From an optimization exercise on the open Yosys and OpenROAD flow, aimed at small area; shortcuts taken in it are not production practice.
The RTL was checked by simulation tests, not by an equivalence proof against the original design.

==> 12-04: inputs <==
## cf2_blframer
module cf2_blframer (
    input  wire        clk,
    input  wire        rst,           
    input  wire        boot_stay,
    input  wire [31:0] app_word,
    input  wire        rx_valid,
    input  wire [7:0]  rx_data,
    output wire        rx_ready,
    output reg         tx_valid,
    output reg  [7:0]  tx_data,
    input  wire        tx_ready,
    output wire        stg_we,
    output wire        stg_re,
    output wire [13:0] stg_addr,
    output wire [7:0]  stg_wdata,
    input  wire [7:0]  stg_rdata,
    output wire        fc_we,
    output reg  [1:0]  fc_reg,
    output wire [31:0] fc_addr,
    output reg  [31:0] fc_wdata,
    input  wire        fc_busy,
    output wire        diag_valid,
    output wire [1:0]  diag_code,
    output wire        idle,
    output wire        app_mode,
    output wire        fault
);
make LEC_CHECK=0 CAP_MARGIN=20 CORE_MARGIN=2 CORE_UTILIZATION=40 CTS_CLUSTER_DIAMETER=100 CTS_CLUSTER_SIZE=30 PLACE_DENSITY=0.6 SLEW_MARGIN=20 finish   # period 8.0 ns
run.sh (not shown) runs the stock make flow with config.mk's settings and CLKGATE_MAP_FILE= SYNTH_SCRIPT=/design/flow/synth_recipe.tcl, a recipe that flattens the netlist after the stock synthesis.
==> 11-15 (differences from 12-04) <==
--- a/flow/design.v
+++ b/flow/design.v
@@ -31,15 +31,15 @@
     localparam [31:0] FC_KEY2     = 32'hCDEF_89AB;
     localparam [31:0] PROGRAM_CFG = 32'h0000_0201;
     localparam [4:0] S_BOOT = 5'd0, S_APP = 5'd1, S_FAULT = 5'd2,
                      S_SYNC1 = 5'd8, S_SYNC2 = 5'd9, S_TYPE = 5'd10, S_LEN = 5'd11,
                      S_PAY = 5'd12, S_CKLO = 5'd13, S_CKHI = 5'd14, S_CKBAD = 5'd15,
                      S_DWAIT = 5'd3, S_LOAD = 5'd4, S_SEND = 5'd5,
                      W_PAGE = 5'd16, W_EK2 = 5'd17, W_ECFG = 5'd18, W_PK1 = 5'd19,
-                     W_PK2 = 5'd20, W_PCFG = 5'd21, W_WORD = 5'd22;
+                     W_PK2 = 5'd20, W_PCFG = 5'd21, W_WORD = 5'd22, W_INC = 5'd23;
     reg [4:0] st;
     wire framing = (st[4:3] == 2'b01);
     wire flash   = st[4];
     reg [7:0] q [0:63];
     reg [5:0] wpos;       
     reg [5:0] hp1;        
     reg [6:0] cnt;        
@@ -98,32 +98,37 @@
     end
     reg [7:0]  pkt_type;
     reg [5:0]  len;
     reg [7:0]  ck_a, ck_b;
     reg [13:0] addr;
     reg        rgi;        
     reg        bzok;       
+    reg        pcy;        
+    reg        pc16;       
+    wire       w_inc = (st == W_INC) && (pj == 5'd5 || pj == 5'd6);
+    wire [8:0] p_inc = {1'b0, p[31]} + {8'd0, (pj == 5'd5) ? 1'b1 : pcy};
     wire [5:0] idx = addr[5:0];
     wire [3:0] wf_i = addr[11:8];
     wire        admit = (len >= 6'd3) && (p[30] == 8'hFF);
     wire [7:0]  opcode = p[29];
-    wire [5:0]  lb_cnt = len - 6'd7;
-    wire        lb_ok = (len >= 6'd7) && ({p[27], p[28]} <= 16'd9) &&
-                        ({1'b0, p[25], p[26]} + {11'd0, lb_cnt} <= 17'd1024);
+    wire [11:0] lb_sum = {1'b0, p[25][2:0], p[26]} + {6'd0, len};
+    wire        lb_ok = (len >= 6'd7) && (p[27] == 8'd0) && (p[28] <= 8'd9) &&
+                        (p[25][7:3] == 5'd0) && !lb_sum[11] &&
+                        (!lb_sum[10] || lb_sum[9:3] == 7'd0);
     wire        dispatch = (st == S_DWAIT) && (pj == 5'd0);
     wire        fslot  = (pj == 5'd12);
     wire [15:0] wf_n   = {p[3], p[4]};
-    wire [16:0] pg     = {1'b0, p[5], p[6]} + {13'd0, wf_i};
+    wire [16:0] pg     = {pc16, p[5], p[6]};
     wire        wf_end = (wf_n == {12'd0, wf_i});
     wire        wf_flt = (wf_i == 4'd10);
     wire        sect   = (pg[16:10] == 7'd0) && (pg[3:0] == 4'd0) &&
                          (pg[9:7] == 3'd0 ? (pg[6:4] <= 3'd4) : (pg[6:4] == 3'd0));
     wire [3:0]  sidx   = (pg[9:7] == 3'd0) ? {1'b0, pg[6:4]} : ({1'b0, pg[9:7]} + 4'd4);
     wire        go     = fslot && bzok && !fc_busy;
-    assign fc_we = go && flash && ((st != W_PAGE) || (!wf_end && !wf_flt));
+    assign fc_we = go && flash && (st != W_INC) && ((st != W_PAGE) || (!wf_end && !wf_flt));
     assign fc_addr = {5'b00001, pg, addr[7:0], 2'b00};
     always @(*) begin
         case (st)
             W_ECFG:  begin fc_reg = 2'd1; fc_wdata = 32'h0001_0202 | {25'd0, sidx, 3'd0}; end
             W_PCFG:  begin fc_reg = 2'd1; fc_wdata = PROGRAM_CFG; end
             W_WORD:  begin fc_reg = 2'd2; fc_wdata = {stg_rdata, p[0], p[1], p[2]}; end
             W_EK2, W_PK2: begin fc_reg = 2'd0; fc_wdata = FC_KEY2; end
@@ -199,32 +204,38 @@
             pw  = 1'b1;
             pwd = c;
         end
         if (flash && (pj == 5'd9 || pj == 5'd10 || pj == 5'd11)) begin
             pw  = 1'b1;
             pwd = stg_rdata;
         end
+        if (w_inc) begin
+            pw  = 1'b1;
+            pwd = p_inc[7:0];
+        end
     end
     always @(posedge clk) begin
         if (ck_acc) begin
             ck_a <= ck_an;
             ck_b <= ck_bn;
         end
         if (pop && st == S_TYPE) pkt_type <= c;
         if (pop && st == S_LEN)  len <= c[5:0];
         pj <= (pop && st == S_LEN) ? 5'd0 : pj + 5'd1;
         if (t_load) tx_data <= t_byte;
+        if (w_inc) pcy <= p_inc[8];
     end
     always @(posedge clk) begin
         if (rst) begin
             st       <= S_BOOT;
             tx_valid <= 1'b0;
             bzok     <= 1'b0;
             rgi      <= 1'b0;
             addr     <= 14'd0;
+            pc16     <= 1'b0;
         end else begin
             if (fc_we && (st == W_WORD || st == W_ECFG))
                 bzok <= 1'b0;
             else if (!fc_busy)
                 bzok <= 1'b1;
             case (st)
             S_BOOT: st <= (!boot_stay && app_word != 32'hFFFF_FFFF) ? S_APP : S_SYNC1;
@@ -238,19 +249,19 @@
             S_CKBAD: if (pop) st <= S_SYNC1;
             S_DWAIT: if (pj == 5'd0) begin
                 st <= S_SYNC1;
                 if (admit) begin
                     case (opcode)
                     8'h10: begin st <= S_SEND; rgi <= 1'b1; addr <= 14'd60; end
                     8'h19: begin st <= S_SEND; rgi <= 1'b0; addr <= 14'd60; end
-                    8'h14: if (lb_ok && lb_cnt != 6'd0) begin
+                    8'h14: if (lb_ok && len != 6'd7) begin
                         st   <= S_LOAD;
                         addr <= {p[28][3:0], p[25][1:0], p[26]};
                     end
-                    8'h18: begin st <= W_PAGE; addr <= 14'd0; end
+                    8'h18: begin st <= W_PAGE; addr <= 14'd0; pc16 <= 1'b0; end
                     default: ;
                     endcase
                 end
             end
             S_LOAD: if (pj >= 5'd7) begin
                 addr <= addr + 14'd1;
                 if ({1'b0, pj} == len - 6'd1) st <= S_SYNC1;
@@ -266,15 +277,19 @@
             W_EK2:  if (go) st <= W_ECFG;
             W_ECFG: if (go) st <= W_PK1;
             W_PK1:  if (go) st <= W_PK2;
             W_PK2:  if (go) st <= W_PCFG;
             W_PCFG: if (go) st <= W_WORD;
             W_WORD: if (go) begin
                 addr <= addr + 14'd1;
-                if (addr[7:0] == 8'd255) st <= W_PAGE;
+                if (addr[7:0] == 8'd255) st <= W_INC;
+            end
+            W_INC: if (pj == 5'd6) begin
+                st <= W_PAGE;
+                if (p_inc[8]) pc16 <= 1'b1;
             end
             S_SEND: begin
                 if (t_load)
                     tx_valid <= 1'b1;
                 else if (tx_valid && tx_ready) begin
                     tx_valid <= 1'b0;
                     addr <= addr + 14'd1;
==> 06-24 (differences from 12-04) <==
--- a/flow/design.v
+++ b/flow/design.v
@@ -31,15 +31,15 @@
     localparam [31:0] FC_KEY2     = 32'hCDEF_89AB;
     localparam [31:0] PROGRAM_CFG = 32'h0000_0201;
     localparam [4:0] S_BOOT = 5'd0, S_APP = 5'd1, S_FAULT = 5'd2,
                      S_SYNC1 = 5'd8, S_SYNC2 = 5'd9, S_TYPE = 5'd10, S_LEN = 5'd11,
                      S_PAY = 5'd12, S_CKLO = 5'd13, S_CKHI = 5'd14, S_CKBAD = 5'd15,
                      S_DWAIT = 5'd3, S_LOAD = 5'd4, S_SEND = 5'd5,
                      W_PAGE = 5'd16, W_EK2 = 5'd17, W_ECFG = 5'd18, W_PK1 = 5'd19,
-                     W_PK2 = 5'd20, W_PCFG = 5'd21, W_WORD = 5'd22;
+                     W_PK2 = 5'd20, W_PCFG = 5'd21, W_WORD = 5'd22, W_INC = 5'd23;
     reg [4:0] st;
     wire framing = (st[4:3] == 2'b01);
     wire flash   = st[4];
     reg [7:0] q [0:63];
     reg [5:0] wpos;       
     reg [5:0] hp1;        
     reg [6:0] cnt;        
@@ -52,24 +52,26 @@
     wire       s2 = !v3 && v2;
     wire       s1 = !v3 && !v2 && v1;
     wire       s0 = !v3 && !v2 && !v1;
     wire       qwr = wtap && (v3 || v2 || v1 || push);
     wire [7:0] qwd = s3 ? d3 : s2 ? d2 : s1 ? d1 : rx_data;
     wire       ring_has = (wpos != hp1) || cnt[6];
     wire       at_rtap  = (hp1[4:0] == 5'd0);
-    wire [7:0] c        = hp1[5] ? q[31] : q[63];
+    wire [7:0] c        = ~(hp1[5] ? q[31] : q[63]);
     wire       want     = framing;
     wire       pop      = want && ring_has && at_rtap;
     integer k;
     always @(posedge clk) begin
         for (k = 0; k < 64; k = k + 1)
-            if (k % 4 == 0 && qwr && wpos[5:2] == k[5:2])
-                q[k] <= qwd;
+            if (k % 4 != 0)
+                q[k] <= q[k - 1];
+            else if (qwr && wpos[5:2] == k[5:2])
+                q[k] <= qwd ^ {8{k[2]}};
             else
-                q[k] <= q[(k + 63) % 64];
+                q[k] <= ~q[(k + 63) % 64];
         d1 <= rx_data;
         d2 <= d1;
         d3 <= d2;
     end
     always @(posedge clk) begin
         if (rst) begin
             wpos <= 6'd1;
@@ -98,46 +100,53 @@
     end
     reg [7:0]  pkt_type;
     reg [5:0]  len;
     reg [7:0]  ck_a, ck_b;
     reg [13:0] addr;
     reg        rgi;        
     reg        bzok;       
+    reg        pcy;        
+    reg        pc16;       
+    wire       w_inc = (st == W_INC) && (pj == 5'd5 || pj == 5'd6);
+    wire [8:0] p_inc = {1'b0, p[31]} + {8'd0, (pj == 5'd5) ? 1'b1 : pcy};
     wire [5:0] idx = addr[5:0];
-    wire [3:0] wf_i = addr[11:8];
+    wire [3:0] wf_i = addr[13:10];
+    wire [11:0] addr_hi = addr[13:2] + {11'd0, flash || addr[1:0] == 2'd3};
+    wire [13:0] addr_n  = {addr_hi, addr[1:0] + 2'd1};
     wire        admit = (len >= 6'd3) && (p[30] == 8'hFF);
     wire [7:0]  opcode = p[29];
-    wire [5:0]  lb_cnt = len - 6'd7;
-    wire        lb_ok = (len >= 6'd7) && ({p[27], p[28]} <= 16'd9) &&
-                        ({1'b0, p[25], p[26]} + {11'd0, lb_cnt} <= 17'd1024);
+    wire [11:0] lb_sum = {1'b0, p[25][2:0], p[26]} + {6'd0, len};
+    wire        lb_ok = (len >= 6'd7) && (p[27] == 8'd0) && (p[28] <= 8'd9) &&
+                        (p[25][7:3] == 5'd0) && !lb_sum[11] &&
+                        (!lb_sum[10] || lb_sum[9:3] == 7'd0);
     wire        dispatch = (st == S_DWAIT) && (pj == 5'd0);
     wire        fslot  = (pj == 5'd12);
     wire [15:0] wf_n   = {p[3], p[4]};
-    wire [16:0] pg     = {1'b0, p[5], p[6]} + {13'd0, wf_i};
+    wire [16:0] pg     = {pc16, p[5], p[6]};
     wire        wf_end = (wf_n == {12'd0, wf_i});
     wire        wf_flt = (wf_i == 4'd10);
     wire        sect   = (pg[16:10] == 7'd0) && (pg[3:0] == 4'd0) &&
                          (pg[9:7] == 3'd0 ? (pg[6:4] <= 3'd4) : (pg[6:4] == 3'd0));
     wire [3:0]  sidx   = (pg[9:7] == 3'd0) ? {1'b0, pg[6:4]} : ({1'b0, pg[9:7]} + 4'd4);
     wire        go     = fslot && bzok && !fc_busy;
-    assign fc_we = go && flash && ((st != W_PAGE) || (!wf_end && !wf_flt));
-    assign fc_addr = {5'b00001, pg, addr[7:0], 2'b00};
+    assign fc_we = go && flash && (st != W_INC) && ((st != W_PAGE) || (!wf_end && !wf_flt));
+    assign fc_addr = {5'b00001, pg, addr[9:2], 2'b00};
     always @(*) begin
         case (st)
             W_ECFG:  begin fc_reg = 2'd1; fc_wdata = 32'h0001_0202 | {25'd0, sidx, 3'd0}; end
             W_PCFG:  begin fc_reg = 2'd1; fc_wdata = PROGRAM_CFG; end
             W_WORD:  begin fc_reg = 2'd2; fc_wdata = {stg_rdata, p[0], p[1], p[2]}; end
             W_EK2, W_PK2: begin fc_reg = 2'd0; fc_wdata = FC_KEY2; end
             default: begin fc_reg = 2'd0; fc_wdata = FC_KEY1; end
         endcase
     end
     assign stg_we    = (st == S_LOAD) && (pj >= 5'd7);
     assign stg_wdata = p[31];
     assign stg_re    = flash && (pj[4:2] == 3'd2);
-    assign stg_addr  = flash ? {addr[11:0], pj[1:0]} : addr;
+    assign stg_addr  = addr;
     wire d_ck = pop && ((st == S_CKHI && c != ck_b) || st == S_CKBAD);
     wire d_lb = dispatch && admit && opcode == 8'h14 && !lb_ok;
     wire d_st = (st == W_PAGE) && fslot && !wf_end && wf_flt;
     assign diag_valid = d_ck || d_lb || d_st;
     assign diag_code  = {d_lb || d_st, d_ck || d_st};
     assign idle     = framing && (cnt == 7'd0);
     assign app_mode = (st == S_APP);
@@ -199,37 +208,44 @@
             pw  = 1'b1;
             pwd = c;
         end
         if (flash && (pj == 5'd9 || pj == 5'd10 || pj == 5'd11)) begin
             pw  = 1'b1;
             pwd = stg_rdata;
         end
+        if (w_inc) begin
+            pw  = 1'b1;
+            pwd = p_inc[7:0];
+        end
     end
     always @(posedge clk) begin
         if (ck_acc) begin
             ck_a <= ck_an;
             ck_b <= ck_bn;
         end
         if (pop && st == S_TYPE) pkt_type <= c;
         if (pop && st == S_LEN)  len <= c[5:0];
         pj <= (pop && st == S_LEN) ? 5'd0 : pj + 5'd1;
         if (t_load) tx_data <= t_byte;
+        if (w_inc) pcy <= p_inc[8];
     end
     always @(posedge clk) begin
         if (rst) begin
             st       <= S_BOOT;
             tx_valid <= 1'b0;
             bzok     <= 1'b0;
             rgi      <= 1'b0;
             addr     <= 14'd0;
+            pc16     <= 1'b0;
         end else begin
             if (fc_we && (st == W_WORD || st == W_ECFG))
                 bzok <= 1'b0;
             else if (!fc_busy)
                 bzok <= 1'b1;
+            if (flash) addr[1:0] <= pj[1:0] + 2'd1;
             case (st)
             S_BOOT: st <= (!boot_stay && app_word != 32'hFFFF_FFFF) ? S_APP : S_SYNC1;
             S_SYNC1: if (pop && c == SYNC1) st <= S_SYNC2;
             S_SYNC2: if (pop) st <= (c == SYNC2) ? S_TYPE : S_SYNC1;
             S_TYPE:  if (pop) st <= S_LEN;
             S_LEN:   if (pop) st <= (c > 8'd32) ? S_SYNC1 : (c == 8'd0) ? S_CKLO : S_PAY;
             S_PAY:   if (pop && {1'b0, pj} == len - 6'd1) st <= S_CKLO;
@@ -238,25 +254,25 @@
             S_CKBAD: if (pop) st <= S_SYNC1;
             S_DWAIT: if (pj == 5'd0) begin
                 st <= S_SYNC1;
                 if (admit) begin
                     case (opcode)
                     8'h10: begin st <= S_SEND; rgi <= 1'b1; addr <= 14'd60; end
                     8'h19: begin st <= S_SEND; rgi <= 1'b0; addr <= 14'd60; end
-                    8'h14: if (lb_ok && lb_cnt != 6'd0) begin
+                    8'h14: if (lb_ok && len != 6'd7) begin
                         st   <= S_LOAD;
                         addr <= {p[28][3:0], p[25][1:0], p[26]};
                     end
-                    8'h18: begin st <= W_PAGE; addr <= 14'd0; end
+                    8'h18: begin st <= W_PAGE; addr <= 14'd0; pc16 <= 1'b0; end
                     default: ;
                     endcase
                 end
             end
             S_LOAD: if (pj >= 5'd7) begin
-                addr <= addr + 14'd1;
+                addr <= addr_n;
                 if ({1'b0, pj} == len - 6'd1) st <= S_SYNC1;
             end
             W_PAGE: if (fslot) begin
                 if (wf_end) begin
                     st <= S_SEND; rgi <= 1'b0; addr <= 14'd60;
                 end else if (wf_flt)
                     st <= S_FAULT;
@@ -265,23 +281,27 @@
             end
             W_EK2:  if (go) st <= W_ECFG;
             W_ECFG: if (go) st <= W_PK1;
             W_PK1:  if (go) st <= W_PK2;
             W_PK2:  if (go) st <= W_PCFG;
             W_PCFG: if (go) st <= W_WORD;
             W_WORD: if (go) begin
-                addr <= addr + 14'd1;
-                if (addr[7:0] == 8'd255) st <= W_PAGE;
+                addr <= addr_n;
+                if (addr[9:2] == 8'd255) st <= W_INC;
+            end
+            W_INC: if (pj == 5'd6) begin
+                st <= W_PAGE;
+                if (p_inc[8]) pc16 <= 1'b1;
             end
             S_SEND: begin
                 if (t_load)
                     tx_valid <= 1'b1;
                 else if (tx_valid && tx_ready) begin
                     tx_valid <= 1'b0;
-                    addr <= addr + 14'd1;
+                    addr <= addr_n;
                     if (t_done) st <= S_SYNC1;
                 end
             end
             default: ;  
             endcase
         end
     end
==> flow/flow/run.sh (new file) <==
#!/bin/bash
# The standard layout with three changes to how it is made:
#  - synthesis maps logic with an area-oriented ABC script (the yosys script
#    and its register mapping are unchanged; only abc_speed.script differs);
#  - the port buffers use the smallest buffer cell;
#  - CTS clusters 30 sinks per leaf buffer and inserts no dummy loads.
set -euo pipefail
rm -rf scripts_area
cp -r "$FLOW_HOME/scripts" scripts_area
cp flow/abc_area_map.script scripts_area/abc_speed.script
bash standard.sh synth "SCRIPTS_DIR=$PWD/scripts_area" > synth.log 2>&1
bash standard.sh finish \
  "BUFFER_PORTS_ARGS=-buffer_cell sky130_fd_sc_hd__buf_1" \
  "CTS_ARGS=-sink_clustering_enable -repair_clock_nets -sink_clustering_size 30 -sink_clustering_max_diameter 100 -dont_use_dummy_load" \
  > finish.log 2>&1
==> flow/flow/abc_area_map.script (new file) <==
strash
dch -f
amap
mfs2
strash
dch -f
amap
topo
stime -c
==> flow/standard.sh (new file) <==
#!/bin/bash
# synth_recipe.tcl (not shown) runs the flow's synth.tcl, then flattens the netlist and writes it again
# the make line also repeats each setting of config.mk as NAME=value (left out here)
make -C /OpenROAD-flow-scripts/flow DESIGN_CONFIG=/design/flow/config.mk WORK_HOME=/design/flow/orfs CLKGATE_MAP_FILE= SYNTH_SCRIPT=/design/flow/synth_recipe.tcl "${@:-finish}"
==> flow/config.mk (replaced) <==
export PLATFORM = sky130hd
export DESIGN_NAME = cf2_blframer
export DESIGN_NICKNAME = cf2_blframer
export VERILOG_FILES = /design/flow/design.v
export SDC_FILE = /design/flow/constraint.sdc
export NUM_CORES = 4
export LEC_CHECK = 0
export CAP_MARGIN = 20
export CORE_MARGIN = 2
export CORE_UTILIZATION = 40
export PLACE_DENSITY = 0.6
export SLEW_MARGIN = 20
removed: flow/run.sh
==> summary of the runs <==
- 12-04 completed without violations. 06-24 ran to the end with no violations. 11-15 produced a clean layout.
- Against 11-15, the cell area of 06-24 is lower by 8.3%.
- Hold slack: 11-15 is better than 12-04 (0.0076 ns).
- Register-to-register slack: 06-24 < 11-15 < 12-04.
- The lowest sequential share of layout area belongs to 12-04, the highest to 06-24.
- In critical path depth, 06-24 and 12-04 do not differ.
- Via count: 06-24 < 11-15 < 12-04.
- Between 06-24 and 12-04, the lower non-clock buffer count is in 06-24 (gap 7).
- Clock skew: 06-24 > 12-04 > 11-15.
- Final cell count: 12-04 > 11-15 > 06-24.
- Of 06-24 and 11-15, 11-15 has the higher die area (gap about 6%, measured against 11-15).

-- afterwards: timing with drivers on the ports --
The flow's constraints put no driver on any port. The routed layouts listed below were extracted and timed again, unchanged, in two steps. Step 1, drivers: a clkbuf_16 drives clk and a buf_2 each remaining input, both assumed. Step 2 moves the port delays by t, midway between the first and last clock arrival at a register: inputs arrive t later, outputs are due t later. That takes back most of the time a late clock gives input paths. a / b / c = ideal / step 1 / step 2; a / b = the first two.
| run | t (ns) | slack for setup (ns) | worst setup path at the end | pins driven straight from the clock port |
|---|---|---|---|---|
| 12-04 | 0.653 | 1.886 / 1.824 / 2.477 | register to output | 1 |
| 11-15 | 0.642 | 1.812 / 1.754 / 2.376 | register to register | 1 |
| 06-24 | 0.629 | 1.675 / 1.612 / 1.991 | register to register | 1 |
After both steps every run listed still meets setup and hold.
